From an optimization exercise on the open Yosys and OpenROAD flow, aimed at small area, a short achievable clock period and few clock cycles; shortcuts taken in it are not production practice. In this exercise RTL edits were held to simulation tests only and were not proved equivalent to the original. Power is estimated from default activity; no workload was simulated.

==> flow/design.v <==
module krobots_alu (
    input  wire        clk,
    input  wire        rst,
    input  wire        in_valid,
    output wire        in_ready,
    input  wire [5:0]  in_op,
    input  wire [15:0] in_a,
    input  wire [15:0] in_b,
    input  wire [15:0] in_flags,
    output reg         out_valid,
    output reg  [15:0] out_result,
    output reg  [1:0]  out_dest,
    output reg         out_taken,
    output reg         out_fault
);
    localparam OP_ADD  = 6'd1,  OP_SUB  = 6'd2,  OP_OR   = 6'd3,  OP_AND  = 6'd4;
    localparam OP_XOR  = 6'd5,  OP_NOT  = 6'd6,  OP_MPY  = 6'd7,  OP_DIV  = 6'd8;
    localparam OP_MOD  = 6'd9,  OP_JMP  = 6'd12, OP_JLS  = 6'd13, OP_JGR  = 6'd14;
    localparam OP_JNE  = 6'd15, OP_JEQ  = 6'd16, OP_DO   = 6'd18, OP_LOOP = 6'd19;
    localparam OP_CMP  = 6'd20, OP_TEST = 6'd21, OP_MOV  = 6'd22, OP_INC  = 6'd33;
    localparam OP_DEC  = 6'd34, OP_SHL  = 6'd35, OP_SHR  = 6'd36, OP_ROL  = 6'd37;
    localparam OP_ROR  = 6'd38, OP_JZ   = 6'd39, OP_JNZ  = 6'd40, OP_JAE  = 6'd41;
    localparam OP_JBE  = 6'd42, OP_SAL  = 6'd43, OP_SAR  = 6'd44, OP_NEG  = 6'd45;
    localparam DEST_NONE = 2'd0, DEST_A = 2'd1, DEST_FLAGS = 2'd2, DEST_CX = 2'd3;
    reg         rdy;
    reg         s_v;
    reg  [5:0]  s_op;
    reg  [15:0] s_a, s_b, s_f;
    reg         dv;         
    reg         fx;         
    reg  [2:0]  dcnt;       
    reg         d_mod;      
    reg         d_neg;      
    reg         d_cd;       
    assign in_ready = rdy;
    wire acc      = in_valid & rdy;
    wire in_isdiv = (in_op[5:1] == 5'b00100);
    wire [5:0] o = s_op;
    wire op_add  = (o == OP_ADD);
    wire op_sub  = (o == OP_SUB);
    wire op_or   = (o == OP_OR);
    wire op_and  = (o == OP_AND);
    wire op_xor  = (o == OP_XOR);
    wire op_not  = (o == OP_NOT);
    wire op_mpy  = (o == OP_MPY);
    wire op_div  = (o[5:1] == 5'b00100);
    wire op_do   = (o == OP_DO);
    wire op_loop = (o == OP_LOOP);
    wire op_cmp  = (o == OP_CMP);
    wire op_test = (o == OP_TEST);
    wire op_mov  = (o == OP_MOV);
    wire op_inc  = (o == OP_INC);
    wire op_dec  = (o == OP_DEC);
    wire op_shl  = (o == OP_SHL) | (o == OP_SAL);
    wire op_shr  = (o == OP_SHR);
    wire op_sar  = (o == OP_SAR);
    wire op_rol  = (o == OP_ROL);
    wire op_ror  = (o == OP_ROR);
    wire op_neg  = (o == OP_NEG);
    wire op_sh   = op_shl | op_shr | op_sar | op_rol | op_ror;
    wire alu   = ~dv & ~fx;                 
    wire setup = alu & s_v & op_div;        
    wire mpy   = alu & op_mpy;
    wire [15:0] m_ra, m_rb;
    mul16lo u_mul (.a(s_a), .b(s_b), .ra(m_ra), .rb(m_rb));
    wire        xinv  = fx | (setup ? s_a[15] : (op_neg | op_not));
    wire        ybsel = alu & ~setup & (op_add | op_sub | op_cmp);
    wire        yinv  = alu & ~setup & (op_sub | op_cmp | op_dec | op_loop);
    wire        cin   = fx | (setup ? s_a[15] : (op_sub | op_cmp | op_inc | op_neg));
    wire [15:0] ax    = (mpy ? m_ra : s_a) ^ {16{xinv & ~mpy}};
    wire [15:0] ay    = mpy ? m_rb : (({16{ybsel}} & s_b) ^ {16{yinv}});
    wire [15:0] sum   = ax + ay + {15'd0, cin & ~mpy};
    wire        sum_z = (sum == 16'd0);
    wire [15:0] a = s_a;
    wire [15:0] b = s_b;
    wire [15:0] a_or  = a | b;
    wire [15:0] a_and = a & b;
    reg  [15:0] lu;
    always @(*) begin
        if (op_or)       lu = a_or;
        else if (op_and) lu = a_and;
        else if (op_xor) lu = a ^ b;
        else if (op_mov) lu = b;
        else             lu = a;
    end
    function [4:0] lzc16(input [15:0] v);
        integer i;
        begin
            lzc16 = 5'd16;
            for (i = 0; i < 16; i = i + 1)
                if (v[i]) lzc16 = 5'd15 - i[4:0];
        end
    endfunction
    wire [4:0]  lza   = lzc16(s_a ^ {16{s_a[15]}});
    wire [4:0]  lzb   = lzc16(s_b ^ {16{s_b[15]}});
    wire [5:0]  dlz   = {1'b0, lzb} - {1'b0, lza} + {5'd0, s_a[15]};
    wire        bzero = (s_b == 16'd0);
    wire        qzero = dlz[5];                            
    wire [2:0]  m     = dlz[4] ? 3'd7 : dlz[3:1];          
    wire [3:0]  c     = s_b[3:0];
    wire        sh_r  = op_shr | op_sar | op_ror;
    wire [3:0]  amt   = setup ? {~m, 1'b0} : (sh_r ? (4'd0 - c) : c);
    wire [15:0] r1s   = amt[0] ? {sum[14:0], sum[15]}   : sum;
    wire [15:0] r2s   = amt[1] ? {r1s[13:0], r1s[15:14]} : r1s;
    wire [15:0] r3s   = amt[2] ? {r2s[11:0], r2s[15:12]} : r2s;
    wire [15:0] rot   = amt[3] ? {r3s[7:0], r3s[15:8]}  : r3s;
    reg  [15:0] thr;                                       
    integer k;
    always @(*)
        for (k = 0; k < 16; k = k + 1)
            thr[k] = (k[3:0] >= amt);
    wire        keep_t  = setup | op_shl | op_rol | op_ror | (c == 4'd0);
    wire        keep_n  = ~setup & ~op_shl;
    wire        fill    = op_sar & s_a[15];
    wire [15:0] sh_out;
    genvar g;
    generate
        for (g = 0; g < 16; g = g + 1) begin : g_sh
            assign sh_out[g] = (thr[g] ? keep_t : keep_n) ? rot[g] : fill;
        end
    endgenerate
    wire [15:0] norm_r = rot & ~thr;                       
    wire [16:0] yd = {1'b1, s_b};
    wire [16:0] t1 = {out_result, s_a[15]};
    wire [17:0] d1 = {1'b0, t1} + {1'b0, yd} + {17'd0, d_cd};
    wire        q1 = d1[17];
    wire [15:0] r1 = q1 ? d1[15:0] : t1[15:0];
    wire [16:0] t2 = {r1, s_a[14]};
    wire [17:0] d2 = {1'b0, t2} + {1'b0, yd} + {17'd0, d_cd};
    wire        q2 = d2[17];
    wire [15:0] r2 = q2 ? d2[15:0] : t2[15:0];
    wire [15:0] xq = {s_a[13:0], q1, q2};
    wire [15:0] dres = d_mod ? r2 : xq;
    wire        last = (dcnt == 3'd0);
    wire cmp_e = sum_z;
    wire cmp_l = (a[15] ^ b[15]) ? a[15] : sum[15];
    wire cmp_g = ~cmp_l & ~cmp_e;
    wire cmp_z = (a_or == 16'd0);
    wire tst_z = (a_and == 16'd0);
    wire tst_e = ((b & ~a) == 16'd0);
    wire [3:0] flg = op_cmp ? {cmp_z, cmp_g, cmp_l, cmp_e} : {tst_z, 2'b00, tst_e};
    wire fl_e = s_f[0];
    wire fl_l = s_f[1];
    wire fl_g = s_f[2];
    wire fl_z = s_f[3];
    reg taken;
    always @(*) begin
        case (o)
            OP_LOOP: taken = ~sum[15] & ~sum_z;
            OP_JMP:  taken = 1'b1;
            OP_JLS:  taken = fl_l;
            OP_JGR:  taken = fl_g;
            OP_JNE:  taken = ~fl_e;
            OP_JEQ:  taken = fl_e;
            OP_JZ:   taken = fl_z;
            OP_JNZ:  taken = ~fl_z;
            OP_JAE:  taken = fl_e | fl_g;
            OP_JBE:  taken = fl_e | fl_l;
            default: taken = 1'b0;
        endcase
    end
    wire use_sum  = op_add | op_sub | op_inc | op_dec | op_neg | op_not | op_loop | op_mpy;
    wire use_lu   = op_or | op_and | op_xor | op_mov | op_do;
    wire use_flg  = op_cmp | op_test;
    wire dest_a   = use_sum & ~op_loop | op_or | op_and | op_xor | op_mov | op_sh;
    wire dest_cx  = op_do | op_loop;
    wire [1:0] dest = use_flg ? DEST_FLAGS : {dest_cx, dest_a | dest_cx};
    wire sel_sum = fx | (alu & ~setup & use_sum);
    reg [15:0] res_o;
    always @(*) begin
        if (dv)           res_o = last ? dres : r2;
        else if (setup)   res_o = bzero ? 16'd0 : (qzero ? (o[0] ? a : 16'd0) : norm_r);
        else if (use_lu)  res_o = lu;
        else if (use_flg) res_o = {s_f[15:4], flg};
        else if (op_sh)   res_o = sh_out;
        else              res_o = 16'd0;
    end
    wire rdy_base = dv ? (last | ((dcnt == 3'd1) & ~d_neg)) :
                    (bzero | qzero | ((m == 3'd0) & ~(o[0] ? s_a[15] : (s_a[15] ^ s_b[15]))));
    always @(posedge clk) begin
        s_op <= in_op;
        s_f  <= in_flags;
        s_a  <= rdy ? in_a : (dv ? ((last & d_neg) ? dres : xq) : sh_out);
        if (rdy)
            s_b <= in_b;
        else if (setup)
            s_b <= s_b ^ {16{~s_b[15]}};
        if (setup) begin
            d_mod <= o[0];
            d_neg <= o[0] ? s_a[15] : (s_a[15] ^ s_b[15]);
            d_cd  <= ~s_b[15];
            dcnt  <= m;
        end else begin
            dcnt  <= dcnt - 3'd1;
        end
        out_result <= sel_sum ? sum : res_o;
        out_taken <= 1'b0;
        out_fault <= 1'b0;
        out_dest  <= DEST_A;
        if (setup) begin
            out_dest   <= bzero ? DEST_NONE : DEST_A;
            out_fault  <= bzero;
        end else if (alu) begin
            out_dest   <= dest;
            out_taken  <= taken;
        end
        rdy <= rst | (rdy ? ~(in_valid & in_isdiv) : rdy_base);
        if (rst) begin
            s_v       <= 1'b0;
            dv        <= 1'b0;
            fx        <= 1'b0;
            out_valid <= 1'b0;
        end else begin
            s_v <= acc;
            fx  <= dv & last & d_neg;
            if (dv) begin
                dv        <= ~last;
                out_valid <= last & ~d_neg;
            end else if (setup) begin
                dv        <= ~bzero & ~qzero;
                out_valid <= bzero | qzero;
            end else begin
                out_valid <= s_v | fx;
            end
        end
    end
endmodule
module mul16lo(input [15:0] a, input [15:0] b, output [15:0] ra, output [15:0] rb);
    wire pp0_0 = a[0] & b[0];
    wire pp0_1 = a[0] & b[1];
    wire pp0_2 = a[0] & b[2];
    wire pp0_3 = a[0] & b[3];
    wire pp0_4 = a[0] & b[4];
    wire pp0_5 = a[0] & b[5];
    wire pp0_6 = a[0] & b[6];
    wire pp0_7 = a[0] & b[7];
    wire pp0_8 = a[0] & b[8];
    wire pp0_9 = a[0] & b[9];
    wire pp0_10 = a[0] & b[10];
    wire pp0_11 = a[0] & b[11];
    wire pp0_12 = a[0] & b[12];
    wire pp0_13 = a[0] & b[13];
    wire pp0_14 = a[0] & b[14];
    wire pp0_15 = a[0] & b[15];
    wire pp1_0 = a[1] & b[0];
    wire pp1_1 = a[1] & b[1];
    wire pp1_2 = a[1] & b[2];
    wire pp1_3 = a[1] & b[3];
    wire pp1_4 = a[1] & b[4];
    wire pp1_5 = a[1] & b[5];
    wire pp1_6 = a[1] & b[6];
    wire pp1_7 = a[1] & b[7];
    wire pp1_8 = a[1] & b[8];
    wire pp1_9 = a[1] & b[9];
    wire pp1_10 = a[1] & b[10];
    wire pp1_11 = a[1] & b[11];
    wire pp1_12 = a[1] & b[12];
    wire pp1_13 = a[1] & b[13];
    wire pp1_14 = a[1] & b[14];
    wire pp2_0 = a[2] & b[0];
    wire pp2_1 = a[2] & b[1];
    wire pp2_2 = a[2] & b[2];
    wire pp2_3 = a[2] & b[3];
    wire pp2_4 = a[2] & b[4];
    wire pp2_5 = a[2] & b[5];
    wire pp2_6 = a[2] & b[6];
    wire pp2_7 = a[2] & b[7];
    wire pp2_8 = a[2] & b[8];
    wire pp2_9 = a[2] & b[9];
    wire pp2_10 = a[2] & b[10];
    wire pp2_11 = a[2] & b[11];
    wire pp2_12 = a[2] & b[12];
    wire pp2_13 = a[2] & b[13];
    wire pp3_0 = a[3] & b[0];
    wire pp3_1 = a[3] & b[1];
    wire pp3_2 = a[3] & b[2];
    wire pp3_3 = a[3] & b[3];
    wire pp3_4 = a[3] & b[4];
    wire pp3_5 = a[3] & b[5];
    wire pp3_6 = a[3] & b[6];
    wire pp3_7 = a[3] & b[7];
    wire pp3_8 = a[3] & b[8];
    wire pp3_9 = a[3] & b[9];
    wire pp3_10 = a[3] & b[10];
    wire pp3_11 = a[3] & b[11];
    wire pp3_12 = a[3] & b[12];
    wire pp4_0 = a[4] & b[0];
    wire pp4_1 = a[4] & b[1];
    wire pp4_2 = a[4] & b[2];
    wire pp4_3 = a[4] & b[3];
    wire pp4_4 = a[4] & b[4];
    wire pp4_5 = a[4] & b[5];
    wire pp4_6 = a[4] & b[6];
    wire pp4_7 = a[4] & b[7];
    wire pp4_8 = a[4] & b[8];
    wire pp4_9 = a[4] & b[9];
    wire pp4_10 = a[4] & b[10];
    wire pp4_11 = a[4] & b[11];
    wire pp5_0 = a[5] & b[0];
    wire pp5_1 = a[5] & b[1];
    wire pp5_2 = a[5] & b[2];
    wire pp5_3 = a[5] & b[3];
    wire pp5_4 = a[5] & b[4];
    wire pp5_5 = a[5] & b[5];
    wire pp5_6 = a[5] & b[6];
    wire pp5_7 = a[5] & b[7];
    wire pp5_8 = a[5] & b[8];
    wire pp5_9 = a[5] & b[9];
    wire pp5_10 = a[5] & b[10];
    wire pp6_0 = a[6] & b[0];
    wire pp6_1 = a[6] & b[1];
    wire pp6_2 = a[6] & b[2];
    wire pp6_3 = a[6] & b[3];
    wire pp6_4 = a[6] & b[4];
    wire pp6_5 = a[6] & b[5];
    wire pp6_6 = a[6] & b[6];
    wire pp6_7 = a[6] & b[7];
    wire pp6_8 = a[6] & b[8];
    wire pp6_9 = a[6] & b[9];
    wire pp7_0 = a[7] & b[0];
    wire pp7_1 = a[7] & b[1];
    wire pp7_2 = a[7] & b[2];
    wire pp7_3 = a[7] & b[3];
    wire pp7_4 = a[7] & b[4];
    wire pp7_5 = a[7] & b[5];
    wire pp7_6 = a[7] & b[6];
    wire pp7_7 = a[7] & b[7];
    wire pp7_8 = a[7] & b[8];
    wire pp8_0 = a[8] & b[0];
    wire pp8_1 = a[8] & b[1];
    wire pp8_2 = a[8] & b[2];
    wire pp8_3 = a[8] & b[3];
    wire pp8_4 = a[8] & b[4];
    wire pp8_5 = a[8] & b[5];
    wire pp8_6 = a[8] & b[6];
    wire pp8_7 = a[8] & b[7];
    wire pp9_0 = a[9] & b[0];
    wire pp9_1 = a[9] & b[1];
    wire pp9_2 = a[9] & b[2];
    wire pp9_3 = a[9] & b[3];
    wire pp9_4 = a[9] & b[4];
    wire pp9_5 = a[9] & b[5];
    wire pp9_6 = a[9] & b[6];
    wire pp10_0 = a[10] & b[0];
    wire pp10_1 = a[10] & b[1];
    wire pp10_2 = a[10] & b[2];
    wire pp10_3 = a[10] & b[3];
    wire pp10_4 = a[10] & b[4];
    wire pp10_5 = a[10] & b[5];
    wire pp11_0 = a[11] & b[0];
    wire pp11_1 = a[11] & b[1];
    wire pp11_2 = a[11] & b[2];
    wire pp11_3 = a[11] & b[3];
    wire pp11_4 = a[11] & b[4];
    wire pp12_0 = a[12] & b[0];
    wire pp12_1 = a[12] & b[1];
    wire pp12_2 = a[12] & b[2];
    wire pp12_3 = a[12] & b[3];
    wire pp13_0 = a[13] & b[0];
    wire pp13_1 = a[13] & b[1];
    wire pp13_2 = a[13] & b[2];
    wire pp14_0 = a[14] & b[0];
    wire pp14_1 = a[14] & b[1];
    wire pp15_0 = a[15] & b[0];
    wire hs0 = pp0_13 ^ pp1_12;
    wire hc0 = pp0_13 & pp1_12;
    wire fs1 = pp0_14 ^ pp1_13 ^ pp2_12;
    wire fc1 = (pp0_14 & pp1_13) | (pp0_14 & pp2_12) | (pp1_13 & pp2_12);
    wire hs2 = pp3_11 ^ pp4_10;
    wire hc2 = pp3_11 & pp4_10;
    wire fs3 = pp0_15 ^ pp1_14 ^ pp2_13;
    wire fc3 = (pp0_15 & pp1_14) | (pp0_15 & pp2_13) | (pp1_14 & pp2_13);
    wire fs4 = pp3_12 ^ pp4_11 ^ pp5_10;
    wire fc4 = (pp3_12 & pp4_11) | (pp3_12 & pp5_10) | (pp4_11 & pp5_10);
    wire hs5 = pp6_9 ^ pp7_8;
    wire hc5 = pp6_9 & pp7_8;
    wire hs6 = pp0_9 ^ pp1_8;
    wire hc6 = pp0_9 & pp1_8;
    wire fs7 = pp0_10 ^ pp1_9 ^ pp2_8;
    wire fc7 = (pp0_10 & pp1_9) | (pp0_10 & pp2_8) | (pp1_9 & pp2_8);
    wire hs8 = pp3_7 ^ pp4_6;
    wire hc8 = pp3_7 & pp4_6;
    wire fs9 = pp0_11 ^ pp1_10 ^ pp2_9;
    wire fc9 = (pp0_11 & pp1_10) | (pp0_11 & pp2_9) | (pp1_10 & pp2_9);
    wire fs10 = pp3_8 ^ pp4_7 ^ pp5_6;
    wire fc10 = (pp3_8 & pp4_7) | (pp3_8 & pp5_6) | (pp4_7 & pp5_6);
    wire hs11 = pp6_5 ^ pp7_4;
    wire hc11 = pp6_5 & pp7_4;
    wire fs12 = pp0_12 ^ pp1_11 ^ pp2_10;
    wire fc12 = (pp0_12 & pp1_11) | (pp0_12 & pp2_10) | (pp1_11 & pp2_10);
    wire fs13 = pp3_9 ^ pp4_8 ^ pp5_7;
    wire fc13 = (pp3_9 & pp4_8) | (pp3_9 & pp5_7) | (pp4_8 & pp5_7);
    wire fs14 = pp6_6 ^ pp7_5 ^ pp8_4;
    wire fc14 = (pp6_6 & pp7_5) | (pp6_6 & pp8_4) | (pp7_5 & pp8_4);
    wire hs15 = pp9_3 ^ pp10_2;
    wire hc15 = pp9_3 & pp10_2;
    wire fs16 = hs0 ^ pp2_11 ^ pp3_10;
    wire fc16 = (hs0 & pp2_11) | (hs0 & pp3_10) | (pp2_11 & pp3_10);
    wire fs17 = pp4_9 ^ pp5_8 ^ pp6_7;
    wire fc17 = (pp4_9 & pp5_8) | (pp4_9 & pp6_7) | (pp5_8 & pp6_7);
    wire fs18 = pp7_6 ^ pp8_5 ^ pp9_4;
    wire fc18 = (pp7_6 & pp8_5) | (pp7_6 & pp9_4) | (pp8_5 & pp9_4);
    wire fs19 = pp10_3 ^ pp11_2 ^ pp12_1;
    wire fc19 = (pp10_3 & pp11_2) | (pp10_3 & pp12_1) | (pp11_2 & pp12_1);
    wire fs20 = fs1 ^ hs2 ^ pp5_9;
    wire fc20 = (fs1 & hs2) | (fs1 & pp5_9) | (hs2 & pp5_9);
    wire fs21 = pp6_8 ^ pp7_7 ^ pp8_6;
    wire fc21 = (pp6_8 & pp7_7) | (pp6_8 & pp8_6) | (pp7_7 & pp8_6);
    wire fs22 = pp9_5 ^ pp10_4 ^ pp11_3;
    wire fc22 = (pp9_5 & pp10_4) | (pp9_5 & pp11_3) | (pp10_4 & pp11_3);
    wire fs23 = pp12_2 ^ pp13_1 ^ pp14_0;
    wire fc23 = (pp12_2 & pp13_1) | (pp12_2 & pp14_0) | (pp13_1 & pp14_0);
    wire fs24 = fs3 ^ fs4 ^ hs5;
    wire fc24 = (fs3 & fs4) | (fs3 & hs5) | (fs4 & hs5);
    wire fs25 = pp8_7 ^ pp9_6 ^ pp10_5;
    wire fc25 = (pp8_7 & pp9_6) | (pp8_7 & pp10_5) | (pp9_6 & pp10_5);
    wire fs26 = pp11_4 ^ pp12_3 ^ pp13_2;
    wire fc26 = (pp11_4 & pp12_3) | (pp11_4 & pp13_2) | (pp12_3 & pp13_2);
    wire fs27 = pp14_1 ^ pp15_0 ^ fc1;
    wire fc27 = (pp14_1 & pp15_0) | (pp14_1 & fc1) | (pp15_0 & fc1);
    wire hs28 = pp0_6 ^ pp1_5;
    wire hc28 = pp0_6 & pp1_5;
    wire fs29 = pp0_7 ^ pp1_6 ^ pp2_5;
    wire fc29 = (pp0_7 & pp1_6) | (pp0_7 & pp2_5) | (pp1_6 & pp2_5);
    wire hs30 = pp3_4 ^ pp4_3;
    wire hc30 = pp3_4 & pp4_3;
    wire fs31 = pp0_8 ^ pp1_7 ^ pp2_6;
    wire fc31 = (pp0_8 & pp1_7) | (pp0_8 & pp2_6) | (pp1_7 & pp2_6);
    wire fs32 = pp3_5 ^ pp4_4 ^ pp5_3;
    wire fc32 = (pp3_5 & pp4_4) | (pp3_5 & pp5_3) | (pp4_4 & pp5_3);
    wire hs33 = pp6_2 ^ pp7_1;
    wire hc33 = pp6_2 & pp7_1;
    wire fs34 = hs6 ^ pp2_7 ^ pp3_6;
    wire fc34 = (hs6 & pp2_7) | (hs6 & pp3_6) | (pp2_7 & pp3_6);
    wire fs35 = pp4_5 ^ pp5_4 ^ pp6_3;
    wire fc35 = (pp4_5 & pp5_4) | (pp4_5 & pp6_3) | (pp5_4 & pp6_3);
    wire fs36 = pp7_2 ^ pp8_1 ^ pp9_0;
    wire fc36 = (pp7_2 & pp8_1) | (pp7_2 & pp9_0) | (pp8_1 & pp9_0);
    wire fs37 = fs7 ^ hs8 ^ pp5_5;
    wire fc37 = (fs7 & hs8) | (fs7 & pp5_5) | (hs8 & pp5_5);
    wire fs38 = pp6_4 ^ pp7_3 ^ pp8_2;
    wire fc38 = (pp6_4 & pp7_3) | (pp6_4 & pp8_2) | (pp7_3 & pp8_2);
    wire fs39 = pp9_1 ^ pp10_0 ^ hc6;
    wire fc39 = (pp9_1 & pp10_0) | (pp9_1 & hc6) | (pp10_0 & hc6);
    wire fs40 = fs9 ^ fs10 ^ hs11;
    wire fc40 = (fs9 & fs10) | (fs9 & hs11) | (fs10 & hs11);
    wire fs41 = pp8_3 ^ pp9_2 ^ pp10_1;
    wire fc41 = (pp8_3 & pp9_2) | (pp8_3 & pp10_1) | (pp9_2 & pp10_1);
    wire fs42 = pp11_0 ^ fc7 ^ hc8;
    wire fc42 = (pp11_0 & fc7) | (pp11_0 & hc8) | (fc7 & hc8);
    wire fs43 = fs12 ^ fs13 ^ fs14;
    wire fc43 = (fs12 & fs13) | (fs12 & fs14) | (fs13 & fs14);
    wire fs44 = hs15 ^ pp11_1 ^ pp12_0;
    wire fc44 = (hs15 & pp11_1) | (hs15 & pp12_0) | (pp11_1 & pp12_0);
    wire fs45 = fc9 ^ fc10 ^ hc11;
    wire fc45 = (fc9 & fc10) | (fc9 & hc11) | (fc10 & hc11);
    wire fs46 = fs16 ^ fs17 ^ fs18;
    wire fc46 = (fs16 & fs17) | (fs16 & fs18) | (fs17 & fs18);
    wire fs47 = fs19 ^ pp13_0 ^ fc12;
    wire fc47 = (fs19 & pp13_0) | (fs19 & fc12) | (pp13_0 & fc12);
    wire fs48 = fc13 ^ fc14 ^ hc15;
    wire fc48 = (fc13 & fc14) | (fc13 & hc15) | (fc14 & hc15);
    wire fs49 = fs20 ^ fs21 ^ fs22;
    wire fc49 = (fs20 & fs21) | (fs20 & fs22) | (fs21 & fs22);
    wire fs50 = fs23 ^ hc0 ^ fc16;
    wire fc50 = (fs23 & hc0) | (fs23 & fc16) | (hc0 & fc16);
    wire fs51 = fc17 ^ fc18 ^ fc19;
    wire fc51 = (fc17 & fc18) | (fc17 & fc19) | (fc18 & fc19);
    wire fs52 = fs24 ^ fs25 ^ fs26;
    wire fc52 = (fs24 & fs25) | (fs24 & fs26) | (fs25 & fs26);
    wire fs53 = fs27 ^ hc2 ^ fc20;
    wire fc53 = (fs27 & hc2) | (fs27 & fc20) | (hc2 & fc20);
    wire fs54 = fc21 ^ fc22 ^ fc23;
    wire fc54 = (fc21 & fc22) | (fc21 & fc23) | (fc22 & fc23);
    wire hs55 = pp0_4 ^ pp1_3;
    wire hc55 = pp0_4 & pp1_3;
    wire fs56 = pp0_5 ^ pp1_4 ^ pp2_3;
    wire fc56 = (pp0_5 & pp1_4) | (pp0_5 & pp2_3) | (pp1_4 & pp2_3);
    wire hs57 = pp3_2 ^ pp4_1;
    wire hc57 = pp3_2 & pp4_1;
    wire fs58 = hs28 ^ pp2_4 ^ pp3_3;
    wire fc58 = (hs28 & pp2_4) | (hs28 & pp3_3) | (pp2_4 & pp3_3);
    wire fs59 = pp4_2 ^ pp5_1 ^ pp6_0;
    wire fc59 = (pp4_2 & pp5_1) | (pp4_2 & pp6_0) | (pp5_1 & pp6_0);
    wire fs60 = fs29 ^ hs30 ^ pp5_2;
    wire fc60 = (fs29 & hs30) | (fs29 & pp5_2) | (hs30 & pp5_2);
    wire fs61 = pp6_1 ^ pp7_0 ^ hc28;
    wire fc61 = (pp6_1 & pp7_0) | (pp6_1 & hc28) | (pp7_0 & hc28);
    wire fs62 = fs31 ^ fs32 ^ hs33;
    wire fc62 = (fs31 & fs32) | (fs31 & hs33) | (fs32 & hs33);
    wire fs63 = pp8_0 ^ fc29 ^ hc30;
    wire fc63 = (pp8_0 & fc29) | (pp8_0 & hc30) | (fc29 & hc30);
    wire fs64 = fs34 ^ fs35 ^ fs36;
    wire fc64 = (fs34 & fs35) | (fs34 & fs36) | (fs35 & fs36);
    wire fs65 = fc31 ^ fc32 ^ hc33;
    wire fc65 = (fc31 & fc32) | (fc31 & hc33) | (fc32 & hc33);
    wire fs66 = fs37 ^ fs38 ^ fs39;
    wire fc66 = (fs37 & fs38) | (fs37 & fs39) | (fs38 & fs39);
    wire fs67 = fc34 ^ fc35 ^ fc36;
    wire fc67 = (fc34 & fc35) | (fc34 & fc36) | (fc35 & fc36);
    wire fs68 = fs40 ^ fs41 ^ fs42;
    wire fc68 = (fs40 & fs41) | (fs40 & fs42) | (fs41 & fs42);
    wire fs69 = fc37 ^ fc38 ^ fc39;
    wire fc69 = (fc37 & fc38) | (fc37 & fc39) | (fc38 & fc39);
    wire fs70 = fs43 ^ fs44 ^ fs45;
    wire fc70 = (fs43 & fs44) | (fs43 & fs45) | (fs44 & fs45);
    wire fs71 = fc40 ^ fc41 ^ fc42;
    wire fc71 = (fc40 & fc41) | (fc40 & fc42) | (fc41 & fc42);
    wire fs72 = fs46 ^ fs47 ^ fs48;
    wire fc72 = (fs46 & fs47) | (fs46 & fs48) | (fs47 & fs48);
    wire fs73 = fc43 ^ fc44 ^ fc45;
    wire fc73 = (fc43 & fc44) | (fc43 & fc45) | (fc44 & fc45);
    wire fs74 = fs49 ^ fs50 ^ fs51;
    wire fc74 = (fs49 & fs50) | (fs49 & fs51) | (fs50 & fs51);
    wire fs75 = fc46 ^ fc47 ^ fc48;
    wire fc75 = (fc46 & fc47) | (fc46 & fc48) | (fc47 & fc48);
    wire fs76 = fs52 ^ fs53 ^ fs54;
    wire fc76 = (fs52 & fs53) | (fs52 & fs54) | (fs53 & fs54);
    wire fs77 = fc49 ^ fc50 ^ fc51;
    wire fc77 = (fc49 & fc50) | (fc49 & fc51) | (fc50 & fc51);
    wire hs78 = pp0_3 ^ pp1_2;
    wire hc78 = pp0_3 & pp1_2;
    wire fs79 = hs55 ^ pp2_2 ^ pp3_1;
    wire fc79 = (hs55 & pp2_2) | (hs55 & pp3_1) | (pp2_2 & pp3_1);
    wire fs80 = fs56 ^ hs57 ^ pp5_0;
    wire fc80 = (fs56 & hs57) | (fs56 & pp5_0) | (hs57 & pp5_0);
    wire fs81 = fs58 ^ fs59 ^ fc56;
    wire fc81 = (fs58 & fs59) | (fs58 & fc56) | (fs59 & fc56);
    wire fs82 = fs60 ^ fs61 ^ fc58;
    wire fc82 = (fs60 & fs61) | (fs60 & fc58) | (fs61 & fc58);
    wire fs83 = fs62 ^ fs63 ^ fc60;
    wire fc83 = (fs62 & fs63) | (fs62 & fc60) | (fs63 & fc60);
    wire fs84 = fs64 ^ fs65 ^ fc62;
    wire fc84 = (fs64 & fs65) | (fs64 & fc62) | (fs65 & fc62);
    wire fs85 = fs66 ^ fs67 ^ fc64;
    wire fc85 = (fs66 & fs67) | (fs66 & fc64) | (fs67 & fc64);
    wire fs86 = fs68 ^ fs69 ^ fc66;
    wire fc86 = (fs68 & fs69) | (fs68 & fc66) | (fs69 & fc66);
    wire fs87 = fs70 ^ fs71 ^ fc68;
    wire fc87 = (fs70 & fs71) | (fs70 & fc68) | (fs71 & fc68);
    wire fs88 = fs72 ^ fs73 ^ fc70;
    wire fc88 = (fs72 & fs73) | (fs72 & fc70) | (fs73 & fc70);
    wire fs89 = fs74 ^ fs75 ^ fc72;
    wire fc89 = (fs74 & fs75) | (fs74 & fc72) | (fs75 & fc72);
    wire fs90 = fs76 ^ fs77 ^ fc74;
    wire fc90 = (fs76 & fs77) | (fs76 & fc74) | (fs77 & fc74);
    wire hs91 = pp0_2 ^ pp1_1;
    wire hc91 = pp0_2 & pp1_1;
    wire fs92 = hs78 ^ pp2_1 ^ pp3_0;
    wire fc92 = (hs78 & pp2_1) | (hs78 & pp3_0) | (pp2_1 & pp3_0);
    wire fs93 = fs79 ^ pp4_0 ^ hc78;
    wire fc93 = (fs79 & pp4_0) | (fs79 & hc78) | (pp4_0 & hc78);
    wire fs94 = fs80 ^ hc55 ^ fc79;
    wire fc94 = (fs80 & hc55) | (fs80 & fc79) | (hc55 & fc79);
    wire fs95 = fs81 ^ hc57 ^ fc80;
    wire fc95 = (fs81 & hc57) | (fs81 & fc80) | (hc57 & fc80);
    wire fs96 = fs82 ^ fc59 ^ fc81;
    wire fc96 = (fs82 & fc59) | (fs82 & fc81) | (fc59 & fc81);
    wire fs97 = fs83 ^ fc61 ^ fc82;
    wire fc97 = (fs83 & fc61) | (fs83 & fc82) | (fc61 & fc82);
    wire fs98 = fs84 ^ fc63 ^ fc83;
    wire fc98 = (fs84 & fc63) | (fs84 & fc83) | (fc63 & fc83);
    wire fs99 = fs85 ^ fc65 ^ fc84;
    wire fc99 = (fs85 & fc65) | (fs85 & fc84) | (fc65 & fc84);
    wire fs100 = fs86 ^ fc67 ^ fc85;
    wire fc100 = (fs86 & fc67) | (fs86 & fc85) | (fc67 & fc85);
    wire fs101 = fs87 ^ fc69 ^ fc86;
    wire fc101 = (fs87 & fc69) | (fs87 & fc86) | (fc69 & fc86);
    wire fs102 = fs88 ^ fc71 ^ fc87;
    wire fc102 = (fs88 & fc71) | (fs88 & fc87) | (fc71 & fc87);
    wire fs103 = fs89 ^ fc73 ^ fc88;
    wire fc103 = (fs89 & fc73) | (fs89 & fc88) | (fc73 & fc88);
    wire fs104 = fs90 ^ fc75 ^ fc89;
    wire fc104 = (fs90 & fc75) | (fs90 & fc89) | (fc75 & fc89);
    assign ra = {fs104, fs103, fs102, fs101, fs100, fs99, fs98, fs97, fs96, fs95, fs94, fs93, fs92, hs91, pp0_1, pp0_0};
    assign rb = {fc103, fc102, fc101, fc100, fc99, fc98, fc97, fc96, fc95, fc94, fc93, fc92, hc91, pp2_0, pp1_0, 1'b0};
endmodule
==> flow/flow/run.sh <==
#!/bin/bash
# Standard layout, with repair_timing asked to leave setup slack of at least
# MARGIN ns at the design's clock period (so it sizes the critical paths),
# small plain buffers on the ports, and synthesis's buffers removed before
# placement (repair_design buffers what needs it).
set -euo pipefail
MARGIN=32.6
bash standard.sh SETUP_SLACK_MARGIN=$MARGIN \
  "BUFFER_PORTS_ARGS=-buffer_cell sky130_fd_sc_hd__buf_1" \
  GPL_TIMING_DRIVEN=0 REMOVE_ABC_BUFFERS=1 finish > standard_make.log 2>&1
==> flow/standard.sh <==
#!/bin/bash
# synth_recipe.tcl (not shown) runs the flow's synth.tcl, then flattens the netlist and writes it again
# the make line also repeats each setting of config.mk as NAME=value (left out here)
make -C /OpenROAD-flow-scripts/flow DESIGN_CONFIG=/design/flow/config.mk WORK_HOME=/design/flow/orfs CLKGATE_MAP_FILE= SYNTH_SCRIPT=/design/flow/synth_recipe.tcl "${@:-finish}"
==> flow/config.mk <==
export PLATFORM = sky130hd
export DESIGN_NAME = krobots_alu
export DESIGN_NICKNAME = krobots_alu
export VERILOG_FILES = /design/flow/design.v
export SDC_FILE = /design/flow/constraint.sdc
export NUM_CORES = 4
export LEC_CHECK = 0
export CAP_MARGIN = 20
export CORE_MARGIN = 2
export CORE_UTILIZATION = 40
export SLEW_MARGIN = 20
==> flow/constraint.sdc <==
create_clock -name core_clock -period 42.0 [get_ports {clk}]
set_input_delay 8.4000 -clock core_clock [delete_from_list [all_inputs] [get_ports {clk}]]
set_output_delay 8.4000 -clock core_clock [all_outputs]
set_load 0.01 [all_outputs]
==> results by group, run 1 <==
Floorplan
  – Die ar.: 37500 um2
  – Die Y: 194 um
  – Num rows: between 60 and 70
  – Initial Util: 0.406
  – Die width: 194 um
  – Ports: 79
  – Core ar.: 35500 um2

Synthesis
  – Synth top area share: 0.118
  – Seq/Total Area, Yosys: 0.131
  – Yosys warnings: 1
  – Commonest cells in the netlist: nand2_1, nor2_1, o21ai_0, inv_1, ha_1
  – Synth async-reset ratio: 0
  – Cell taking the most area after synthesis: fa_1
  – Syn Area/Cell: 7.38 um2
  – #FFs+latches synth: 85
  – Area contributors post-synth: fa_1, ha_1, dfxtp_1
  – Top-count cell post-synth: nand2_1
  – Predominant post-synthesis flop cell: dfxtp_1
  – Post-synthesis cell area: between 10000 and 15000 um2
  – Cells after synthesis: approximately 1900
  – Unique masters post-synth: just over 90
  – Number of flops mapped to enable cells by yosys: 19

Placement
  – Dpl cell area: 15100 um2
  – IO Port Bufs: 78
  – Post-DP HPWL: 47200 um
  – Gpl congestion: 0.974

Clock tree
  – Clock Path Buffers: 2
  – Clk pin slew, worst setup/hold paths: 0.07 ns
  – TritonCTS clock tree: done
  – Clock latency (worst-skew pair): 0.39 ns
  – Clk sinks: 85
  – Root Driver: clkbuf_16
  – Hold_buf cts: 0
  – H-tree level count: 3
  – CTS buffer count: 9

Power and ir drop
  – Peak supply drop: 0.0281 mV
  – Power per cell area: 33.7 nW/um2
  – Leakage power: 6.50 nW

GRT
  – Total track usage: 0.337
  – Pin count of the biggest net entering global routing: 40
  – Gr ovfl total: 0
  – Initial antenna violation count: 1
  – Vias in the first global route: 14800
  – First-pass GRT wire length: 95200 um

Routing
  – Post-route antenna net violation count: 0
  – Total wire length: 64200 um
  – Wire per inst: 26.8 um
  – Iteration-0 DRC Markers: 2072
  – Number of remaining DRC errors: 0
  – Vias/cell: 6.52
  – Pre-antenna DRT Iters: 7
  – Via count: around 16000

Run status
  – Status: timing/DRC/antenna clean

Finish
  – Post-route cell area: 15500 um2
  – FILL cells: 3639
  – Nets@finish: roughly 2200
  – Area grow syn2layout: 7.46%
  – N_diodes: 0
  – Share of cells above drive strength 1: 0.0548

Worst hold path
  – Worst Hold Class: reg -> reg

Timing
  – Hold Violations, Final: 0
  – Max Fclk: between 100 and 150 MHz
  – Post-route setup TNS: 0 ns
  – Tmin final: roughly 9.4 ns
  – Period utilization: 0.224
  – RSZ-0062 raised after global routing: true
  – Final Setup Violations: 0
  – Clk_skew: 0.0104 ns
  – Worst slew pin tran: 1.14 ns
  – Slew Viols, Final: 0
  – Rel. slew slack: 0.241

Worst setup path
  – Req. time, crit path: between 30 and 40 ns
  – Worst-path maximum fanout: 3
  – Worst Setup Path Type: reg -> out
  – CP Capture Type: output port
  – Crit path launch type: flop
  – Data arrival, critical path: 1.00 ns

Flow run
  – # Max-Cap Violations: 0
cell usage in the layout, fill, tap and decap left out, drive strengths merged, types with 18 or more instances in the layout:
master  count
a211oi     26
a21oi     120
a221oi     21
buf        99
dfxtp      66
edfxtp     19
fa         85
ha        121
inv       127
mux2       18
mux2i      50
nand2     241
nand2b     22
nand3      50
nor2      223
nor3       39
nor4       18
o211ai     22
o21a       19
o21ai     146
xnor2      53
xor2       34
critical path, stage by stage (launching register included):
cell     delay (ns)
dfxtp_4        0.36
buf_12         0.13
buf_2          0.13
metrics by stage:
stage               hold slack, ns  cells  setup WS, ns   util  power, mW
finish                       0.487   2396         32.60  0.436      0.521
global route                 0.527   2396         32.59  0.436      0.554
CTS                          0.489   2393         32.56  0.435      0.515
detailed placement           0.479   2374         32.50  0.424      0.426
global placement             0.468   2358         31.67  0.415      0.418
floorplan                    0.446   1819         32.52      -      0.319
area by class of cell:
| type | instances | area (um2) | share of cell area |
|---|---|---|---|
| clock inverters | 3 | 41.3 | 0.00267 |
| flip-flops and latches | 85 | 1900 | 0.123 |
| multi-input cells | 1601 | 11600 | 0.748 |
| inverters | 133 | 499 | 0.0323 |
| clock buffers | 13 | 270 | 0.0175 |
| well taps | 461 | 577 | 0.0373 |
| repair buffers | 100 | 609 | 0.0394 |
state kept, by name, summed over array words and instances (netlist names), 2 cells and up:
signal / cells
out_dest: 2
s_f: 16
s_op: 6
s_a: 16
s_b: 16
out_result: 16
dcnt: 3
power by group:
group | switching, mW | internal, mW | leakage [nW]
combinational | 0.191 | 0.132 | 5.60
sequential | 0.0205 | 0.0902 | 0.749
clock | 0.0373 | 0.0509 | 0.156
what timing repair did:
item                       CTS  global route
buffers inserted             2             1
setup endpoints to repair    2             3
cloned                       1             0
pin swaps                    0             0
resized for setup            3             2
final timing paths:
check	end	slack [ns]	cells past startpoint	startpoint
setup / recovery	in_ready	32.60	2	rdy$_DFF_P_
hold / removal	dcnt[0]$_DFF_P_	0.49	1	dcnt[0]$_DFF_P_
setup reg to reg	out_result[10]$_DFF_P_	33.48	26	s_a[0]$_DFF_P_
hold reg to reg	dcnt[0]$_DFF_P_	0.49	1	dcnt[0]$_DFF_P_
kinds of logic after synthesis:
group,Yosys count,share of synthesized area
buffers and inverters,263,0.0706
AND/OR/NAND/NOR,701,0.224
XOR/XNOR,88,0.0545
AO/OA/AOI/OAI,538,0.247
multiplexers,68,0.0489
flip-flops,85,0.131
adder cells (fa/ha/maj),206,0.223
per-layer routing:
metal | vias to the layer above | GRT usage | part of all wire
met1 | 7533 | 0.453 | 0.41
met3 | 194 | 0.0868 | 0.11
met2 | 995 | 0.494 | 0.41
li1 | 6890 | - | -
met5 | - | 0 | 0.00019
met4 | 2 | 0.180 | 0.059
Testbench counts, summed over its fixed seeds: cycles 36,227.
==> inputs of run 2 (changes only) <==
--- a/flow/flow/run.sh
+++ b/flow/flow/run.sh
@@ -7,4 +7,4 @@
 MARGIN=32.6
 bash standard.sh SETUP_SLACK_MARGIN=$MARGIN \
   "BUFFER_PORTS_ARGS=-buffer_cell sky130_fd_sc_hd__buf_1" \
-  GPL_TIMING_DRIVEN=0 REMOVE_ABC_BUFFERS=1 finish > standard_make.log 2>&1
+  GPL_TIMING_DRIVEN=0 REMOVE_ABC_BUFFERS=1 CORE_UTILIZATION=60 CAP_MARGIN=5 SLEW_MARGIN=5 finish > standard_make.log 2>&1
==> results by group, run 2 <==
Power and ir drop
  – Switching share of power: 0.489 (+0.0116)
  – Gate power share: 0.614 (-0.005)
  – Psw: 249 uW (about the same)
  – Power per cell area: 33.9 nW/um2 (+0.44%)
  – Leakage power: 6.37 nW (-2.1%)
  – Peak supply drop: 0.0218 mV (-22%)
  – Pwr Total: 510 uW (-2.3%)
  – Power share of the clock group: 0.169 (about the same)
  – Sequential share of power: 0.217 (+0.005)
  – Int Power: 261 uW (-4.4%)

Synthesis
  – Synth top area share: 0.118 (unchanged)
  – Commonest cells in the netlist: nand2_1, nor2_1, o21ai_0, inv_1, ha_1
  – Synth async-reset ratio: 0 (unchanged)
  – Number of flops mapped to enable cells by yosys: 19 (unchanged)
  – Top-count cell post-synth: nand2_1
  – Syn Area/Cell: 7.38 um2 (unchanged)
  – Cell taking the most area after synthesis: fa_1
  – Yosys warnings: 1 (unchanged)
  – Seq/Total Area, Yosys: 0.131 (unchanged)
  – Cells after synthesis: 1949 (unchanged)
  – Area contributors post-synth: fa_1, ha_1, dfxtp_1
  – Unique masters post-synth: 93 (unchanged)
  – Post-synthesis cell area: 14400 um2 (unchanged)
  – Predominant post-synthesis flop cell: dfxtp_1
  – #FFs+latches synth: 85 (unchanged)

Routing
  – Total wire length: 59500 um (-7.2%)
  – Number of remaining DRC errors: 0 (unchanged)
  – Wire per inst: 26.6 um (-0.79%)
  – Via count: 15800 (+1.3%)
  – Post-route antenna net violation count: 0 (unchanged)
  – Iteration-0 DRC Markers: 2518 (+22%)
  – Pre-antenna DRT Iters: 10 (+3)
  – Vias/cell: 7.06 (+8.4%)

Floorplan
  – Ports: 79 (unchanged)
  – Initial Util: 0.611 (+0.206)
  – Core ar.: 23500 um2 (-34%)
  – Die ar.: 25200 um2 (-33%)
  – Die width: 159 um (-18%)
  – Num rows: 56 (-19%)
  – Die Y: 159 um (-18%)

Finish
  – Leading cell type in the layout, fill and taps excluded: nand2_1
  – Share of cells above drive strength 1: 0.0437 (-0.0111)
  – N_diodes: 0 (unchanged)
  – Area occupied by multi-input gates: 11600 um2 (about the same)
  – Area grow syn2layout: 4.57%
  – Nets@finish: 2179 (-0.64%)
  – Register area: 1900 um2 (-0.26%)
  – Commonest non-fill, non-tap cells in the layout: nand2_1, nor2_1, o21ai_0
  – FILL cells: 2188 (-40%)

GRT
  – First-pass GRT wire length: 88800 um (-6.7%)
  – Pin count of the biggest net entering global routing: 40 (unchanged)
  – Vias in the first global route: 15000 (+1.3%)
  – Gr ovfl total: 0 (unchanged)
  – Total track usage: 0.460 (+0.123)
  – Initial antenna violation count: 1 (unchanged)

Timing
  – Hold Violations, Final: 0 (unchanged)
  – Post-route setup TNS: 0 ns (unchanged)
  – Rel. slew slack: 0.187 (-0.0544)
  – Clk_skew: 0.0224 ns (+0.0120 ns)
  – RSZ-0062 raised after global routing: false
  – Final Setup Violations: 0 (unchanged)
  – Tmin final: 9.36 ns (-0.0352 ns)
  – Slew Viols, Final: 0 (unchanged)
  – Worst Slack Setup Final: 32.64 ns (+0.0352 ns)
  – Worst slew pin tran: 1.21 ns (+0.0783 ns)
  – Max Fclk: 107 MHz (+0.38%)
  – Period utilization: 0.223 (-0.000838)

Worst setup path
  – R2R cell count: 26 (unchanged)
  – Reg-to-reg slack, setup: 32.99 ns (-0.49 ns)
  – CP Capture Type: output port
  – FF-to-FF End: out_result[10]$_DFF_P_
  – Worst Setup Path Type: reg -> out
  – Crit path launch type: flop
  – RR Startpoint: s_a[2]$_DFF_P_
  – Top Family by Delay on Critical Path: flip-flops
  – Crit-path cells: buf_1
  – Buf+Inv Stages, Crit Path: 1 (-1)
  – CP max stage delay: 0.41 ns (+0.05 ns)
  – Data arrival, critical path: 0.96 ns (-0.04 ns)
  – Worst-path maximum fanout: 4 (+1)
  – Req. time, crit path: 33.60 ns (about the same)
  – Critical Path Slowest Stage Cell: dfxtp_1

Clock tree
  – CTS buffer count: 9 (unchanged)
  – Clock latency (worst-skew pair): 0.37 ns (-0.02 ns)
  – H-tree level count: 3 (unchanged)
  – Clk sinks: 85 (unchanged)
  – Root Driver: clkbuf_16
  – Clk pin slew, worst setup/hold paths: 0.09 ns (+0.02 ns)
  – Clock Path Buffers: 2 (unchanged)
  – TritonCTS clock tree: done
  – Hold_buf cts: 0 (unchanged)

Worst hold path
  – Hold path depth: 1 (unchanged)
  – Hold endpoint: dcnt[0]$_DFF_P_
  – Hold path start: dcnt[0]$_DFF_P_
  – Worst Hold Class: reg -> reg

Run status
  – Status: timing/DRC/antenna clean

Placement
  – Pre-CTS WS: 32.49 ns (-0.00670 ns)
  – Gpl congestion: 1.06 (+8.7%)
  – IO Port Bufs: 78 (unchanged)
  – Post-DP HPWL: 43400 um (-8.1%)

Flow run
  – # Max-Cap Violations: 0 (unchanged)
==> run 2: cell types whose count changed in the layout (fill, tap and decap cells not counted), moves of 3 or more <==
cell     before  now
dfxtp_1      58   62
nor2_1      217  220
buf_4         7    3
dfxtp_2       7    3
buf_8         6    1
nor2_2        6    3
==> run 2: worst max-delay path by stage <==
stage / from / end / slack (ns) / cells after the start
3_3_place_gp: rdy$_DFF_P_ / in_ready / 31.73 / 1
4_1_cts: out_result[15]$_DFF_P_ / out_result[15] / 32.60 / 1
2_1_floorplan: rdy$_DFF_P_ / in_ready / 32.52 / 0
3_5_place_dp: in_op[2] / rdy$_DFF_P_ / 32.49 / 4
5_1_grt: out_result[0]$_DFF_P_ / out_result[0] / 32.62 / 1
6_report: out_result[0]$_DFF_P_ / out_result[0] / 32.64 / 1
==> run 2: cell families after synthesis <==
family / Yosys count / share of synthesized area
xor+xnor: 88 / 0.0545
simple gates: 701 / 0.224
flops: 85 / 0.131
fa+ha+maj: 206 / 0.223
compound gates: 538 / 0.247
buf+inv: 263 / 0.0706
mux: 68 / 0.0489
==> run 2: repair_timing <==
action / 4_1_cts / 5_1_grt
setup endpoints to repair: 1 / 1
buffers inserted: 1 / 0
gates resized for setup: 1 / 1
==> run 2: worst reg2reg max path, stage by stage, from the launching register on <==
cell and delay [ns]:
dfxtp_1 1.11, clkinv_1 0.83, a21oi_1 0.32, o21ai_0 0.12
mux2_2 0.34, a21oi_1 0.13, o21ai_0 0.10, o22ai_1 0.26
o21ai_0 0.11, a21oi_1 0.19, o21ai_0 0.10, and2_1 0.23
ha_1 0.31, nor2_1 0.13, fa_1 0.54, or3_1 0.40
mux2i_1 0.20, nor3_2 0.12, or2_1 0.71, a32o_1 0.44
or4_4 0.48, mux2i_1 0.22, o21ai_1 0.21, o22ai_1 0.30
nand2_1 0.09, a221oi_1 0.63, o221a_1 0.34
==> run 2: cell type report <==
class / count / area share
sequential: 85 / 0.126
inverter: 133 / 0.0332
multi-input combinational: 1601 / 0.768
clock inverter: 6 / 0.00366
clock buffer: 10 / 0.0159
timing repair buffer: 86 / 0.0266
tap: 319 / 0.0265
==> run 2: metrics by stage <==
| stage | util | hold slack (ns) | area, um2 | cells |
|---|---|---|---|---|
| 5_1_grt | 0.639 | 0.515 | 15000 | 2240 |
| 6_report | 0.639 | 0.481 | 15000 | 2240 |
| 4_1_cts | 0.638 | 0.487 | 15000 | 2239 |
| 3_3_place_gp | 0.619 | 0.468 | 14600 | 2216 |
| 3_5_place_dp | 0.626 | 0.476 | 14700 | 2222 |
| 2_1_floorplan | - | 0.446 | 13900 | 1819 |
==> run 2: metal layers <==
metal	global-route usage	vias up	wire (um)	part of all wire
met5	0	-	0	0
met1	0.588	7293	21900	0.37
met4	0.251	0	4330	0.073
li1	-	6852	-	-
met2	0.671	1340	23800	0.40
met3	0.171	335	9410	0.16
==> run 2: power groups by stage <==
stage | clock network [mW] | logic [mW] | registers [mW]
floorplan | 0 | 0.217 | 0.102
global placement | 0 | 0.290 | 0.111
detailed placement | 0 | 0.301 | 0.111
CTS | 0.0848 | 0.303 | 0.109
global route | 0.0870 | 0.338 | 0.110
finish | 0.0859 | 0.313 | 0.111
==> inputs of run 3 (changes only) <==
==> flow/flow/run.sh (replaced) <==
#!/bin/bash
# Standard layout, with repair_timing asked to leave setup slack of at least
# MARGIN ns at the design's clock period (so it sizes the critical paths),
# small plain buffers on the ports, and synthesis's buffers removed before
# placement (repair_design buffers what needs it).
set -euo pipefail
MARGIN=32.8
bash standard.sh SETUP_SLACK_MARGIN=$MARGIN \
  "BUFFER_PORTS_ARGS=-buffer_cell sky130_fd_sc_hd__buf_1" \
  GPL_TIMING_DRIVEN=0 REMOVE_ABC_BUFFERS=1 CORE_UTILIZATION=60 finish > standard_make.log 2>&1
==> results by group, run 3 <==
Run status
  – Status: timing/DRC/antenna clean

Floorplan
  – Initial Util: 0.611 (unchanged)
  – Die width: 159 um (unchanged)
  – Die Y: 159 um (unchanged)
  – Core ar.: 23500 um2 (unchanged)
  – Num rows: 56 (unchanged)
  – Ports: 79 (unchanged)
  – Die ar.: 25200 um2 (unchanged)

Timing
  – Rel. slew slack: 0.186 (-0.000628)
  – Slew Viols, Final: 0 (unchanged)
  – Period utilization: 0.220 (-0.00288)
  – Worst slew pin tran: 1.22 ns (+0.00543 ns)
  – Final Setup Violations: 0 (unchanged)
  – Max Fclk: 108 MHz (+1.3%)
  – Tmin final: 9.24 ns (-0.121 ns)
  – Post-route setup TNS: 0 ns (unchanged)
  – Hold Violations, Final: 0 (unchanged)
  – RSZ-0062 raised after global routing: true
  – Clk_skew: 0.0247 ns (+0.00230 ns)

Clock tree
  – Clk sinks: 85 (unchanged)
  – Clk pin slew, worst setup/hold paths: 0.08 ns (about the same)
  – Clock Path Buffers: 2 (unchanged)
  – Root Driver: clkbuf_16
  – TritonCTS clock tree: done
  – Clock latency (worst-skew pair): 0.38 ns (about the same)
  – H-tree level count: 3 (unchanged)
  – CTS buffer count: 9 (unchanged)

Worst hold path
  – Worst Hold Class: reg -> reg
  – Hold path start: dcnt[0]$_DFF_P_

Synthesis
  – Unique masters post-synth: 93 (unchanged)
  – Number of flops mapped to enable cells by yosys: 19 (unchanged)
  – Cells after synthesis: 1949 (unchanged)
  – Commonest cells in the netlist: nand2_1, nor2_1, o21ai_0, inv_1, ha_1
  – Top-count cell post-synth: nand2_1
  – Synth async-reset ratio: 0 (unchanged)
  – Area contributors post-synth: fa_1, ha_1, dfxtp_1
  – Post-synthesis cell area: 14400 um2 (unchanged)
  – Predominant post-synthesis flop cell: dfxtp_1
  – #FFs+latches synth: 85 (unchanged)
  – Cell taking the most area after synthesis: fa_1
  – Seq/Total Area, Yosys: 0.131 (unchanged)
  – Syn Area/Cell: 7.38 um2 (unchanged)
  – Yosys warnings: 1 (unchanged)
  – Synth top area share: 0.118 (unchanged)

Routing
  – DR WL met3: 9400 um (-0.14%)
  – Pre-antenna DRT Iters: 8 (-2)
  – Vias/cell: 7.14 (+1.0%)
  – DR top layer: met4
  – Wire per inst: 26.8 um (+0.78%)
  – Iteration-0 DRC Markers: 2640 (+4.8%)
  – Number of remaining DRC errors: 0 (unchanged)
  – Post-route antenna net violation count: 0 (unchanged)
  – Metal-1 WL: 22300 um (+1.8%)
  – Routed wl met2: 24400 um (+2.2%)
  – Total wire length: 60500 um (+1.6%)
  – Via count: 16100 (+1.9%)

GRT
  – Pin count of the biggest net entering global routing: 40 (unchanged)
  – First-pass GRT wire length: 90400 um (+1.8%)
  – Gr ovfl total: 0 (unchanged)
  – Vias in the first global route: 15300 (+1.7%)
  – Initial antenna violation count: 1 (unchanged)
  – Total track usage: 0.466 (+0.00685)

Worst setup path
  – Crit path launch type: flop
  – Critical Path Slowest Stage Cell: dfxtp_4
  – Data arrival, critical path: 0.84 ns (-0.12 ns)
  – CP startpoint: out_result[7]$_DFF_P_
  – CP max stage delay: 0.36 ns (-0.05 ns)
  – Worst Setup Path Type: reg -> out
  – Buf+Inv Stages, Crit Path: 1 (unchanged)
  – Top Family by Delay on Critical Path: flip-flops
  – RR Startpoint: s_a[2]$_DFF_P_
  – Worst-path maximum fanout: 3 (-1)
  – Crit-path cells: buf_6
  – CP Capture Type: output port
  – Req. time, crit path: 33.60 ns (about the same)

Power and ir drop
  – Leakage power: 6.60 nW (+3.6%)
  – Power per cell area: 33.7 nW/um2 (-0.56%)
  – Pwr Total: 518 uW (+1.7%)
  – Peak supply drop: 0.0271 mV (+24%)

Finish
  – Finished Core Util: 0.654 (+0.0145)
  – Post-route cell area: 15400 um2 (+2.3%)
  – Area grow syn2layout: 6.93%
  – Share of cells above drive strength 1: 0.0743 (+0.0305)
  – Leading cell type in the layout, fill and taps excluded: nand2_1
  – Commonest non-fill, non-tap cells in the layout: nand2_1, nor2_1, o21ai_0
  – Nets@finish: 2197 (+0.83%)
  – N_diodes: 0 (unchanged)

Placement
  – Post-DP HPWL: 43800 um (+0.98%)
  – Gpl congestion: 1.06 (unchanged)
  – Dpl cell area: 14800 um2 (+0.53%)
  – IO Port Bufs: 78 (unchanged)

Flow run
  – # Max-Cap Violations: 0 (unchanged)
run 3: cell types whose count changed in the layout (fill, tap and decap cells not counted), moves of 4 or more:
cell and delta:
dfxtp_1 -17, buf_6 +19, buf_1 -22, buf_4 +15
buf_2 +4, dfxtp_2 +14
run 3: routing by layer:
layer  vias to the layer above  GRT usage
li1                       6880          -
met1                      7488      0.603
met2                      1403      0.681
met3                       343      0.158
met4                         0      0.262
met5                         -          0
run 3: through the flow:
step | instances | hold slack [ns] | setup slack (ns)
global placement | 2216 | 0.468 | 31.73
detailed placement | 2227 | 0.477 | 32.49
finish | 2258 | 0.481 | 32.76
floorplan | 1819 | 0.446 | 32.52
global route | 2258 | 0.528 | 32.75
CTS | 2256 | 0.488 | 32.76
run 3: worst paths after layout:
path	to	slack, ns	cells after the start
worst min register to register	dcnt[0]$_DFF_P_	0.48	1
worst max-delay path	out_result[7]	32.76	1
worst max register to register	out_result[10]$_DFF_P_	33.14	26
worst min-delay path	dcnt[0]$_DFF_P_	0.48	1
run 3: cell type report:
class	count	area [um2]
Multi-Input combinational cell	1601	11600
Fill cell	2189	8160
Sequential cell	85	1930
Timing Repair Buffer	104	707
Inverter	133	499
Tap cell	319	399
Clock buffer	10	239
Clock inverter	6	52.6
run 3: cell families (layout without fill, tap and decap cells):
kind of cell	count (synthesis)	count (layout)	synth area share
buffers and inverters	263	253	0.0706
flip-flops	85	85	0.131
AO/OA/AOI/OAI	538	538	0.247
AND/OR/NAND/NOR	701	701	0.224
adder cells (fa/ha/maj)	206	206	0.223
XOR/XNOR	88	88	0.0545
multiplexers	68	68	0.0489
run 3: what timing repair did:
item,CTS,global route
buffers inserted,13,2
resized for setup,58,5
hold buffers,0,0
endpoints found under the hold margin,0,0
endpoints found under the setup margin,22,21
pin swaps,0,0
run 3: power breakdown:
| group | switching, mW | internal, mW |
|---|---|---|
| combinational | 0.187 | 0.134 |
| clock | 0.0435 | 0.0431 |
| sequential | 0.0201 | 0.0904 |
==> inputs of run 4 (changes only) <==
--- a/flow/flow/run.sh
+++ b/flow/flow/run.sh
@@ -4,7 +4,7 @@
 # small plain buffers on the ports, and synthesis's buffers removed before
 # placement (repair_design buffers what needs it).
 set -euo pipefail
-MARGIN=32.8
+MARGIN=32.6
 bash standard.sh SETUP_SLACK_MARGIN=$MARGIN \
   "BUFFER_PORTS_ARGS=-buffer_cell sky130_fd_sc_hd__buf_1" \
   GPL_TIMING_DRIVEN=0 REMOVE_ABC_BUFFERS=1 CORE_UTILIZATION=60 finish > standard_make.log 2>&1
==> results by group, run 4 <==
Worst setup path
  – R2R cell count: 26 (unchanged)
  – CP max stage delay: 0.41 ns (+0.05 ns)
  – Req. time, crit path: 33.60 ns (about the same)
  – CP Capture Type: output port
  – Critical Path Slowest Stage Cell: dfxtp_1
  – FF-to-FF End: out_result[10]$_DFF_P_
  – WP depth: 1 (unchanged)
  – Worst Setup Path Type: reg -> out
  – Crit path launch type: flop
  – Reg-to-reg slack, setup: 33.16 ns (+0.02 ns)
  – Top Family by Delay on Critical Path: flip-flops
  – Crit-path cells: buf_1
  – Worst-path maximum fanout: 4 (+1)
  – RR Startpoint: s_a[2]$_DFF_P_
  – Data arrival, critical path: 0.95 ns (+0.11 ns)
  – Buf+Inv Stages, Crit Path: 1 (unchanged)

Finish
  – Commonest non-fill, non-tap cells in the layout: nand2_1, nor2_1, o21ai_0
  – Leading cell type in the layout, fill and taps excluded: nand2_1
  – FILL cells: 2219 (+1.4%)
  – Finished Core Util: 0.642 (-0.0119)
  – Post-route cell area: 15100 um2 (-1.8%)
  – Area grow syn2layout: 4.99%
  – Share of cells above drive strength 1: 0.0468 (-0.0275)
  – Nets@finish: 2183 (-0.64%)
  – Non-filler cells, final: 2244 (-0.62%)
  – N_diodes: 0 (unchanged)

Synthesis
  – Unique masters post-synth: 93 (unchanged)
  – Cells after synthesis: 1949 (unchanged)
  – Synth top area share: 0.118 (unchanged)
  – Predominant post-synthesis flop cell: dfxtp_1
  – Area contributors post-synth: fa_1, ha_1, dfxtp_1
  – Cell taking the most area after synthesis: fa_1
  – Synth async-reset ratio: 0 (unchanged)
  – #FFs+latches synth: 85 (unchanged)
  – Top-count cell post-synth: nand2_1
  – Syn Area/Cell: 7.38 um2 (unchanged)
  – Commonest cells in the netlist: nand2_1, nor2_1, o21ai_0, inv_1, ha_1
  – Yosys warnings: 1 (unchanged)
  – Seq/Total Area, Yosys: 0.131 (unchanged)
  – Number of flops mapped to enable cells by yosys: 19 (unchanged)
  – Post-synthesis cell area: 14400 um2 (unchanged)

Timing
  – Tmin final: 9.35 ns (+0.109 ns)
  – Hold Violations, Final: 0 (unchanged)
  – Worst slew pin tran: 1.19 ns (-0.0317 ns)
  – Final Setup Violations: 0 (unchanged)
  – Max Fclk: 107 MHz (-1.2%)
  – Slew Viols, Final: 0 (unchanged)
  – Clk_skew: 0.0235 ns (-0.00121 ns)
  – Post-route setup TNS: 0 ns (unchanged)
  – Rel. slew slack: 0.205 (+0.0182)
  – Period utilization: 0.223 (+0.00260)
  – RSZ-0062 raised after global routing: false

Clock tree
  – Clk pin slew, worst setup/hold paths: 0.09 ns (about the same)
  – CTS buffer count: 9 (unchanged)
  – Clock Path Buffers: 2 (unchanged)
  – Clk sinks: 85 (unchanged)
  – Root Driver: clkbuf_16
  – Hold_buf cts: 0 (unchanged)
  – TritonCTS clock tree: done
  – Clock latency (worst-skew pair): 0.38 ns (about the same)
  – H-tree level count: 3 (unchanged)

Run status
  – Status: timing/DRC/antenna clean

Floorplan
  – Die Y: 159 um (unchanged)
  – Num rows: 56 (unchanged)
  – Die width: 159 um (unchanged)
  – Ports: 79 (unchanged)
  – Die ar.: 25200 um2 (unchanged)
  – Initial Util: 0.611 (unchanged)
  – Core ar.: 23500 um2 (unchanged)

Routing
  – Via count: 16000 (-0.81%)
  – Wire per inst: 26.8 um (+0.22%)
  – Total wire length: 60200 um (-0.40%)
  – Pre-antenna DRT Iters: 10 (+2)
  – Vias/cell: 7.12 (-0.19%)
  – Post-route antenna net violation count: 0 (unchanged)
  – Number of remaining DRC errors: 0 (unchanged)
  – Iteration-0 DRC Markers: 2737 (+3.7%)

Placement
  – Dpl cell area: 14800 um2 (unchanged)
  – Gpl congestion: 1.06 (unchanged)
  – Placed instance count: 2227 (unchanged)
  – Post-DP HPWL: 43800 um (unchanged)
  – IO Port Bufs: 78 (unchanged)

Worst hold path
  – Worst Hold Class: reg -> reg
  – Hold path start: dcnt[0]$_DFF_P_
  – Hold endpoint: dcnt[0]$_DFF_P_
  – Hold path depth: 1 (unchanged)

Power and ir drop
  – Power per cell area: 33.9 nW/um2 (+0.56%)
  – Peak supply drop: 0.0270 mV (-0.69%)
  – Leakage power: 6.41 nW (-2.8%)

GRT
  – Total track usage: 0.464 (-0.00268)
  – First-pass GRT wire length: 89800 um (-0.66%)
  – Pin count of the biggest net entering global routing: 40 (unchanged)
  – Initial antenna violation count: 1 (unchanged)
  – Vias in the first global route: 15200 (-0.63%)
  – Gr ovfl total: 0 (unchanged)

Flow run
  – # Max-Cap Violations: 0 (unchanged)
==> run 4: changes by cell type in the layout (fill, tap and decap cells not counted), sizes merged <==
cell	change
buf	-14
==> run 4: metrics by stage <==
| step | hold slack [ns] | power [mW] | setup WS, ns |
|---|---|---|---|
| 2_1_floorplan | 0.446 | 0.319 | 32.52 |
| 3_3_place_gp | 0.468 | 0.401 | 31.73 |
| 3_5_place_dp | 0.477 | 0.413 | 32.49 |
| 4_1_cts | 0.488 | 0.497 | 32.60 |
| 5_1_grt | 0.528 | 0.537 | 32.63 |
| 6_report | 0.481 | 0.512 | 32.65 |
==> run 4: logic make-up after synthesis <==
logic type | synth area share
XOR/XNOR | 0.0545
AO/OA/AOI/OAI | 0.247
AND/OR/NAND/NOR | 0.224
adder cells (fa/ha/maj) | 0.223
flip-flops | 0.131
buffers and inverters | 0.0706
multiplexers | 0.0489
==> run 4: worst register-to-register path, cell delays in order (launching register included) <==
cell       delay, ns
dfxtp_1         1.09
clkinv_1        0.83
a21oi_1         0.30
o21ai_0         0.12
mux2_2          0.35
a21oi_1         0.14
o21ai_0         0.09
o22ai_1         0.26
o21ai_0         0.11
a21oi_1         0.17
o21ai_0         0.08
and2_1          0.21
ha_1            0.31
nor2_1          0.13
fa_1            0.55
or3_1           0.40
mux2i_1         0.19
nor3_2          0.12
nor2_2          0.74
a2111oi_0       0.21
or4_4           0.62
mux2i_1         0.22
o21ai_1         0.20
o22ai_1         0.30
nand2_1         0.10
a221oi_1        0.59
o221a_1         0.34
==> run 4: worst max-delay path by stage <==
stage	end	slack (ns)	start
final	out_result[0]	32.65	out_result[0]$_DFF_P_
after global routing	out_result[0]	32.63	out_result[0]$_DFF_P_
after CTS	out_result[15]	32.60	out_result[15]$_DFF_P_
after detailed placement	rdy$_DFF_P_	32.49	in_op[2]
after global placement	in_ready	31.73	rdy$_DFF_P_
after floorplan	in_ready	32.52	rdy$_DFF_P_
==> run 4: per-layer routing <==
layer / GRT usage / vias up / share of wire
met3: 0.162 / 310 / 0.16
met2: 0.674 / 1400 / 0.41
met4: 0.262 / 0 / 0.069
met5: 0 / - / 0
met1: 0.598 / 7420 / 0.37
li1: - / 6853 / -
==> run 4: what timing repair did <==
item | CTS | global route
buffers inserted | 1 | 0
resized for setup | 1 | 1
endpoints found under the setup margin | 1 | 1
==> run 4: layout make-up <==
class	instances	area [um2]	area share
Clock buffer	10	239	0.0158
Sequential cell	85	1900	0.126
Timing Repair Buffer	90	462	0.0306
Inverter	133	499	0.0330
Clock inverter	6	52.6	0.00348
Multi-Input combinational cell	1601	11600	0.765
Tap cell	319	399	0.0264
==> run 4: power by group <==
| part | switching, mW | leakage [nW] | internal (mW) | total, mW |
|---|---|---|---|---|
| Sequential | 0.0203 | 0.749 | 0.0900 | 0.110 |
| Combinational | 0.186 | 5.51 | 0.129 | 0.315 |
| Clock | 0.0431 | 0.146 | 0.0431 | 0.0862 |

## static timing again, ports no longer ideal
The results above use ideal ports. As a check the final layouts listed here were re-extracted and re-timed, cells and wires unchanged. Step 1 assumes that a clkbuf_16 drives the clock port and a buf_2 every other input. Step 2, shift: input delay + t, output delay - t, t = (earliest + latest rising clock arrival at the registers) / 2. This alone moves slack from input paths to output paths. Three values: no drivers, after step 1, after step 2; two values: the first two.
run	shift t [ns]	setup WS [ns]	hold slack, ns	latest minus earliest clock arrival (ns)	slew at the worst register clock pin (ns)
run 1	0.438	32.600 / 32.544 / 32.511	0.487 / 0.487 / 0.487	0.011 / 0.011	0.07 / 0.07
run 2	0.411	32.635 / 32.586 / 32.476	0.481 / 0.481 / 0.481	0.023 / 0.023	0.09 / 0.09
run 3	0.414	32.756 / 32.708 / 32.509	0.481 / 0.481 / 0.481	0.024 / 0.025	0.09 / 0.09
run 4	0.413	32.647 / 32.598 / 32.484	0.481 / 0.481 / 0.481	0.024 / 0.024	0.09 / 0.09
After both steps setup and hold are still met in every run listed. The setup slack of run 3, which loses most, moves by -0.048 ns with the drivers and by -0.247 ns with both steps.
